Background: an optimization exercise with open tools, aiming at a short achievable clock period and few clock cycles. Do not read the settings as production practice.
RTL that was checked went through simulation tests only; none was proved equivalent to the original.
Power figures rest on the tool's default switching activity, not on a simulated workload.

Design jcpu8, start of the top module:
module jcpu8 (
    input  wire        clk,
    input  wire        rst,         
    input  wire        stall,       
    output wire [15:0] mem_addr,
    output wire        mem_we,
    output wire [7:0]  mem_wdata,
    input  wire [7:0]  mem_rdata,
    input  wire [7:0]  io0,
    output wire        io_event,
    output wire [7:0]  io_value,
    output wire        fault
);
    localparam [3:0] ID_MOV = 4'h1, ID_LW  = 4'h2, ID_SW  = 4'h3, ID_LDA = 4'h4,
                     ID_PUSH = 4'h5, ID_POP = 4'h6, ID_JNZ = 4'h7, ID_ADD = 4'h8,
                     ID_ADC = 4'h9, ID_AND = 4'hA, ID_NOR = 4'hB, ID_CMP = 4'hC;
    reg [7:0]  ra, rb, rc, rd, rl, rh, rf;
    reg [15:0] sp;
    reg [7:0]  io_prev;
    reg        faulted;
    reg        pF, pA1, pA2, pM;    
    reg [15:0] addr_q;      
    reg [15:0] ret_q;       
    reg        we_q;
    reg [7:0]  wd_q;
    reg        imm;
    reg        c_lw, c_sw, c_push, c_pop, c_jnz, c_three, c_ls;
    reg        c_mov, c_and, c_nor, c_add, c_adc, c_cmp, c_lda;
    reg [7:0]  rf_sel;      
    reg [7:0]  arg1;
    reg [7:0]  a1_sel;      
    reg [6:0]  ex_we;       
    reg        ex_lda, ex_add, ex_cmp, ex_and, ex_nor, ex_sum;
    reg        cin_q;
    reg        fl_v;        
    reg [7:0]  x1_q;        
    reg [7:0]  op2_q;       
    reg [7:0]  ex_hi;       
    reg        ex_d_f, ex_d_inv;
    reg        ex_s_reg, ex_s_same, ex_s_f;
    reg [7:0]  res_q;       
    reg        fl_d_f, fl_d_inv, fl_s_reg, fl_s_same, fl_s_f;
    reg [7:0]  fl_op2;
    reg        ev_q;
    reg [7:0]  ev_val;
    reg        fault_q;
    wire active = !stall && !faulted;
    function automatic [7:0] onehot(input [7:0] c);
        begin
            onehot = 8'd0;
            case (c)
                8'd0: onehot[0] = 1'b1;
                8'd1: onehot[1] = 1'b1;
                8'd2: onehot[2] = 1'b1;
                8'd3: onehot[3] = 1'b1;
                8'd4: onehot[4] = 1'b1;
  ...
Size in the first run: about 1600 cells after synthesis, ~240 flip-flops, about 54 I/O pins.
Settings: LEC_CHECK=0, ABC_CLOCK_PERIOD_IN_PS=2000, CAP_MARGIN=20, CORE_MARGIN=2, CORE_UTILIZATION=25, GPL_ROUTABILITY_DRIVEN=1, PLACE_DENSITY=0.45, SETUP_SLACK_MARGIN=4.0, SLEW_MARGIN=20; clock period 6.0 ns.
run.sh (not shown) runs the stock make flow with config.mk's settings and CLKGATE_MAP_FILE= SYNTH_SCRIPT=/design/flow/synth_recipe.tcl, a recipe that flattens the netlist after the stock synthesis.
Testbench counts at the start, summed over its fixed seeds: cycles 171,981.
Rerun with:
--- a/flow/design.v
+++ b/flow/design.v
@@ -31,21 +31,25 @@
     reg [7:0]  a1_sel;      
     reg [6:0]  ex_we;       
     reg        ex_lda, ex_add, ex_cmp, ex_and, ex_nor, ex_sum;
     reg        cin_q;
     reg        fl_v;        
     reg [7:0]  x1_q;        
     reg [7:0]  op2_q;       
     reg [7:0]  ex_hi;       
     reg        ex_d_f, ex_d_inv;
-    reg        ex_s_reg, ex_s_same, ex_s_f;
+    reg        ex_s_reg;    
+    reg [2:0]  ex_s_lo;     
+    reg        ex_s_hi;     
+    reg [2:0]  ex_d_lo;     
     reg [7:0]  res_q;       
-    reg        fl_d_f, fl_d_inv, fl_s_reg, fl_s_same, fl_s_f;
+    reg        fl_c;        
+    reg        fl_d_f, fl_d_inv, fl_s_same, fl_s_f;
     reg [7:0]  fl_op2;
     reg        ev_q;
     reg [7:0]  ev_val;
     reg        fault_q;
     wire active = !stall && !faulted;
     function automatic [7:0] onehot(input [7:0] c);
         begin
             onehot = 8'd0;
             case (c)
@@ -117,20 +121,20 @@
     wire [7:0]  x_a1    = rsel(a1_sel, ra, rb, rc, rd, rl, rh, rf);
     wire [7:0]  x_rf    = rsel(rf_sel, ra, rb, rc, rd, rl, rh, rf);
     wire [7:0]  opv     = imm ? mem_rdata : x_rd;
     wire [15:0] pc_inc  = addr_q + 16'd1;
     wire [15:0] sp_dec  = sp - 16'd1;
     wire [15:0] sp_inc  = sp + 16'd1;
     wire        sp_ffff = &sp;             
     wire        sp_zero = ~|sp;            
     wire [15:0] ls_addr = imm ? {arg1, mem_rdata} : {x_a1, x_rd};
-    wire [7:0]  nz = {1'b1, (|rf) | fl_v, |rh, |rl, |rd, |rc, |rb, |ra};
-    wire        taken = imm ? (|mem_rdata) : (nz[mem_rdata[2:0]] | hi_nz);
+    wire [7:0]  zr = {1'b0, ~((|rf) | fl_v), ~|rh, ~|rl, ~|rd, ~|rc, ~|rb, ~|ra};
+    wire        taken = imm ? (|mem_rdata) : !(zr[mem_rdata[2:0]] && !hi_nz);
     wire        push_wait = fl_v && !imm;
     wire        go_ls  = pA2 && c_ls;
     wire        go_jnz = pA1 && c_jnz;
     wire [15:0] addr_early = pM ? ret_q :
                              (pA1 && c_push) ? sp_dec :
                              (pA1 && c_pop)  ? sp : pc_inc;
     wire [15:0] addr_next = go_ls ? ls_addr :
                             (go_jnz && taken) ? {rh, rl} : addr_early;
     wire        adv = !(pA1 && c_push && push_wait);
@@ -228,20 +232,20 @@
         end
         if (pF) ev_val <= io0;
     end
     wire [8:0] sum = {1'b0, x1_q} + {1'b0, op2_q} + {8'd0, cin_q};
     wire [7:0] res = ({8{ex_sum}} & sum[7:0]) |
                      ({8{ex_and}} & (x1_q & op2_q)) |
                      ({8{ex_nor}} & ~(x1_q | op2_q)) |
                      ({8{!(ex_sum || ex_and || ex_nor)}} & op2_q);
     wire       carry = ex_add & sum[8];
-    wire [7:0] fl_x1  = fl_d_inv ? 8'hFF : fl_d_f ? rf : res_q;
-    wire [7:0] fl_y   = !fl_s_reg ? fl_op2 : fl_s_same ? fl_x1 : fl_s_f ? rf : fl_op2;
+    wire [7:0] fl_x1  = res_q | {7'd0, fl_d_f & fl_c} | {8{fl_d_inv}};
+    wire [7:0] fl_y   = fl_s_same ? fl_x1 : fl_s_f ? rf : fl_op2;
     wire [7:0] fl_cmp = cmpbits(fl_x1, fl_y);
     wire [7:0] ex_cmpv = cmpbits(x1_q, op2_q);
     wire setup_alu = pA2 && !c_ls;
     wire setup_ld  = pM && (c_lw || c_pop);
     wire [7:0] ld_sel = c_lw ? rf_sel : a1_sel;
     always @(posedge clk) begin
         if (rst) begin
             ra <= 8'd0; rb <= 8'd0; rc <= 8'd0; rd <= 8'd0;
             rl <= 8'd0; rh <= 8'd0; rf <= 8'd0;
@@ -282,29 +286,30 @@
             ex_and    <= c_and;
             ex_nor    <= c_nor;
             cin_q     <= c_adc & rf[0];
             x1_q      <= x_a1;
             op2_q     <= opv;
             ex_hi     <= arg1;
             ex_d_f    <= a1_sel[6];
             ex_d_inv  <= a1_sel[7];
             ex_s_reg  <= !imm;
-            ex_s_same <= !imm && rd_sel[6:0] == a1_sel[6:0] && !a1_sel[7];
-            ex_s_f    <= !imm && rd_sel[6];
+            ex_s_lo   <= mem_rdata[2:0];
+            ex_s_hi   <= hi_nz;
+            ex_d_lo   <= arg1[2:0];
         end
         if (setup_ld) begin
             ex_sum <= 1'b0;
             ex_and <= 1'b0;
             ex_nor <= 1'b0;
             op2_q  <= mem_rdata;
         end
         if (!stall) begin
             res_q     <= res;
+            fl_c      <= carry;
             fl_d_f    <= ex_d_f;
             fl_d_inv  <= ex_d_inv;
-            fl_s_reg  <= ex_s_reg;
-            fl_s_same <= ex_s_same;
-            fl_s_f    <= ex_s_f;
+            fl_s_same <= ex_s_reg && !ex_s_hi && !ex_d_inv && ex_s_lo == ex_d_lo;
+            fl_s_f    <= ex_s_reg && !ex_s_hi && ex_s_lo == 3'd6;
             fl_op2    <= op2_q;
         end
     end
 endmodule
Via count is lower by 1.3%.
Worst setup slack gets better by 0.025 ns.
Non-clock buffer count is higher by 18.
Total power is higher by 4.2%.
Global-route usage is lower by 0.68 points.
Design area is higher by 2.3%.
No functional check of the RTL was part of the second run of this note.

* * *

Another version of the RTL of jcpu8 (not shown whole).
For scale: about 2000 cells after synthesis, ~54 I/O pins, about 15000 um2 of cells after synthesis.
// jcpu8
module jcpu8 (
    input  wire        clk,
    input  wire        rst,         
    input  wire        stall,       
    output wire [15:0] mem_addr,
    output wire        mem_we,
    output wire [7:0]  mem_wdata,
    input  wire [7:0]  mem_rdata,
    input  wire [7:0]  io0,
    output wire        io_event,
    output wire [7:0]  io_value,
    output wire        fault
);
Settings: LEC_CHECK=0, CAP_MARGIN=20, CORE_MARGIN=2, CORE_UTILIZATION=25, GPL_ROUTABILITY_DRIVEN=1, PLACE_DENSITY=0.45, SETUP_SLACK_MARGIN=4.0, SLEW_MARGIN=20, SYNTH_HIERARCHICAL=1, SYNTH_MINIMUM_KEEP_SIZE=0; clock period 6.0 ns.
Edit:
--- a/flow/design.v
+++ b/flow/design.v
@@ -161,24 +161,34 @@
                        .ra(ra_e), .rb(rb_e), .rc(rc_e), .rd(rd_e), .rl(rl_e), .rh(rh_e), .rf(rf_e),
                        .x(x_rd));
     wire [7:0]  rd_sel  = onehot(mem_rdata);
     wire [7:0]  x_a1    = rsel(a1_sel, ra, rb, rc, rd, rl, rh, rf);
     wire [7:0]  x_rf    = rsel(rf_sel, ra, rb, rc, rd, rl, rh, rf);
     wire [7:0]  opv     = imm ? mem_rdata : x_rd;
     wire [15:0] pc_inc  = addr_q + 16'd1;
     wire [15:0] sp_dec  = sp - 16'd1;
     wire [15:0] sp_inc  = sp + 16'd1;
     reg         sp_ok, sp_ffff, sp_zero;   
     wire [15:0] ls_addr = imm ? {arg1, mem_rdata} : {x_a1, x_rd};
+    reg  [6:0]  rz_q;
+    wire        res_z = ~|res_q;
+    wire [6:0]  zr_e;
+    assign zr_e[0] = e2_we[0] ? res_z : rz_q[0];
+    assign zr_e[1] = e2_we[1] ? res_z : rz_q[1];
+    assign zr_e[2] = e2_we[2] ? res_z : rz_q[2];
+    assign zr_e[3] = e2_we[3] ? res_z : rz_q[3];
+    assign zr_e[4] = (e2_we[4] || e2_lda) ? res_z : rz_q[4];
+    assign zr_e[5] = e2_we[5] ? res_z : e2_lda ? ~|hi_q : rz_q[5];
+    assign zr_e[6] = f_nz ? 1'b0 : e2_we[6] ? res_z : rz_q[6];
     wire        taken;
-    jcpu8_jnz u_jnz (.b(mem_rdata), .imm(imm), .x(x_rd), .fl(f_nz), .taken(taken));
+    jcpu8_jnz u_jnz (.b(mem_rdata), .imm(imm), .zr(zr_e), .taken(taken));
     wire        push_wait = f_nz && !imm;
     wire        go_ls  = pA2 && c_ls;
     wire        go_jnz = pA1 && c_jnz;
     wire [15:0] addr_early = pM ? ret_q :
                              (pA1 && c_push) ? sp_dec :
                              (pA1 && c_pop)  ? sp : pc_inc;
     wire [15:0] addr_next = go_ls ? ls_addr :
                             (go_jnz && taken) ? {rh_e, rl_e} : addr_early;
     wire        adv = !(pA1 && c_push && push_wait);
     wire [3:0]  nid = mem_rdata[3:0];
     always @(posedge clk) begin
@@ -300,23 +310,25 @@
     wire [7:0] f_add  = f_c | cmpbits(fl_x1, fl_y);
     wire setup_alu = pA2 && !c_ls;
     wire setup_ld  = pM && (c_lw || c_pop);
     wire [7:0] ld_sel = c_lw ? rf_sel : a1_sel;
     always @(posedge clk) begin
         if (rst) begin
             ra <= 8'd0; rb <= 8'd0; rc <= 8'd0; rd <= 8'd0;
             rl <= 8'd0; rh <= 8'd0; rf <= 8'd0;
             e1_v <= 1'b0;
             ex_we <= 7'd0; ex_lda <= 1'b0; ex_add <= 1'b0; ex_cmp <= 1'b0;
             e2_we <= 7'd0; e2_lda <= 1'b0; e2_add <= 1'b0; e2_cmp <= 1'b0;
+            rz_q <= 7'h7F;
         end else if (active) begin
+            rz_q <= zr_e;
             if (e2_we[0]) ra <= res_q;
             if (e2_we[1]) rb <= res_q;
             if (e2_we[2]) rc <= res_q;
             if (e2_we[3]) rd <= res_q;
             if (e2_we[4] || e2_lda) rl <= res_q;
             if (e2_we[5]) rh <= res_q;
             else if (e2_lda) rh <= hi_q;
             if (e2_add)        rf <= f_add;
             else if (e2_we[6]) rf <= res_q;
             else if (e2_cmp)   rf <= cmp_q;
             e2_we  <= e1_v ? ex_we : 7'd0;
@@ -406,17 +418,18 @@
             3'd4: x_lo = rl;
             3'd5: x_lo = rh;
             3'd6: x_lo = rf;
             default: x_lo = 8'hFF;
         endcase
     end
     assign x = x_lo | {8{hi}};
 endmodule
 module jcpu8_jnz (
     input  wire [7:0] b,
     input  wire       imm,
-    input  wire [7:0] x,
-    input  wire       fl,
+    input  wire [6:0] zr,
     output wire       taken
 );
-    assign taken = imm ? |b : ((|x) || (fl && b == 8'd6));
+    wire [7:0] zr8 = {1'b0, zr};
+    wire       z   = (b[7:3] == 5'd0) && zr8[b[2:0]];
+    assign taken = imm ? |b : !z;
 endmodule
Effect: The new run ran to the end with no violations; cell count is higher by about 4.7%; worst setup slack improved by 790 ps; sequential cell count rises by 7; via count came out higher by about 4%; non-clock buffer count increases by 17; sequential power goes up by about 3%; total power went up by about 6%; cell area went up by about 6%; area after synthesis is higher by 2.7%; worst hold slack is about the same; clock-buffer cell count goes up by 1; clock power is higher by about 9%; fmax went up by 27%.
No functional check of the RTL was part of any run of this note.

[port drivers added, routing unchanged]
How much do the figures lean on ideal ports? The routed layouts below were timed once more, with nothing changed but the port constraints.
Step 1: set_driving_cell puts a clkbuf_16 on clk and a buf_2 on each other input, an assumption about the parent block.
Step 2 adds t to the input delays and takes it off the output delays; t is the mean of the earliest and latest rising clock arrival at the registers after step 1. Input paths then give back, and output paths get back, about the clock's delay inside the block.
Slacks: no drivers / after step 1 / after step 2; pairs: no drivers / after step 1.
run | t, ns | slack for setup (ns) | slew at the worst register clock pin (ns)
the first run of note 1 | 0.619 | 3.308 / 3.321 / 2.702 | 0.07 / 0.07
the second run of note 1 | 0.629 | 3.333 / 3.340 / 2.711 | 0.07 / 0.07
the first run of note 2 | 0.665 | 2.244 / 2.244 / 1.584 | 0.07 / 0.07
the second run of note 2 | 0.607 | 3.033 / 3.033 / 2.635 | 0.07 / 0.07
After both steps setup and hold are still met in every run listed. The setup slack of the first run of note 2, which loses most, moves by 0.000 ns with the drivers and by -0.660 ns with both steps.
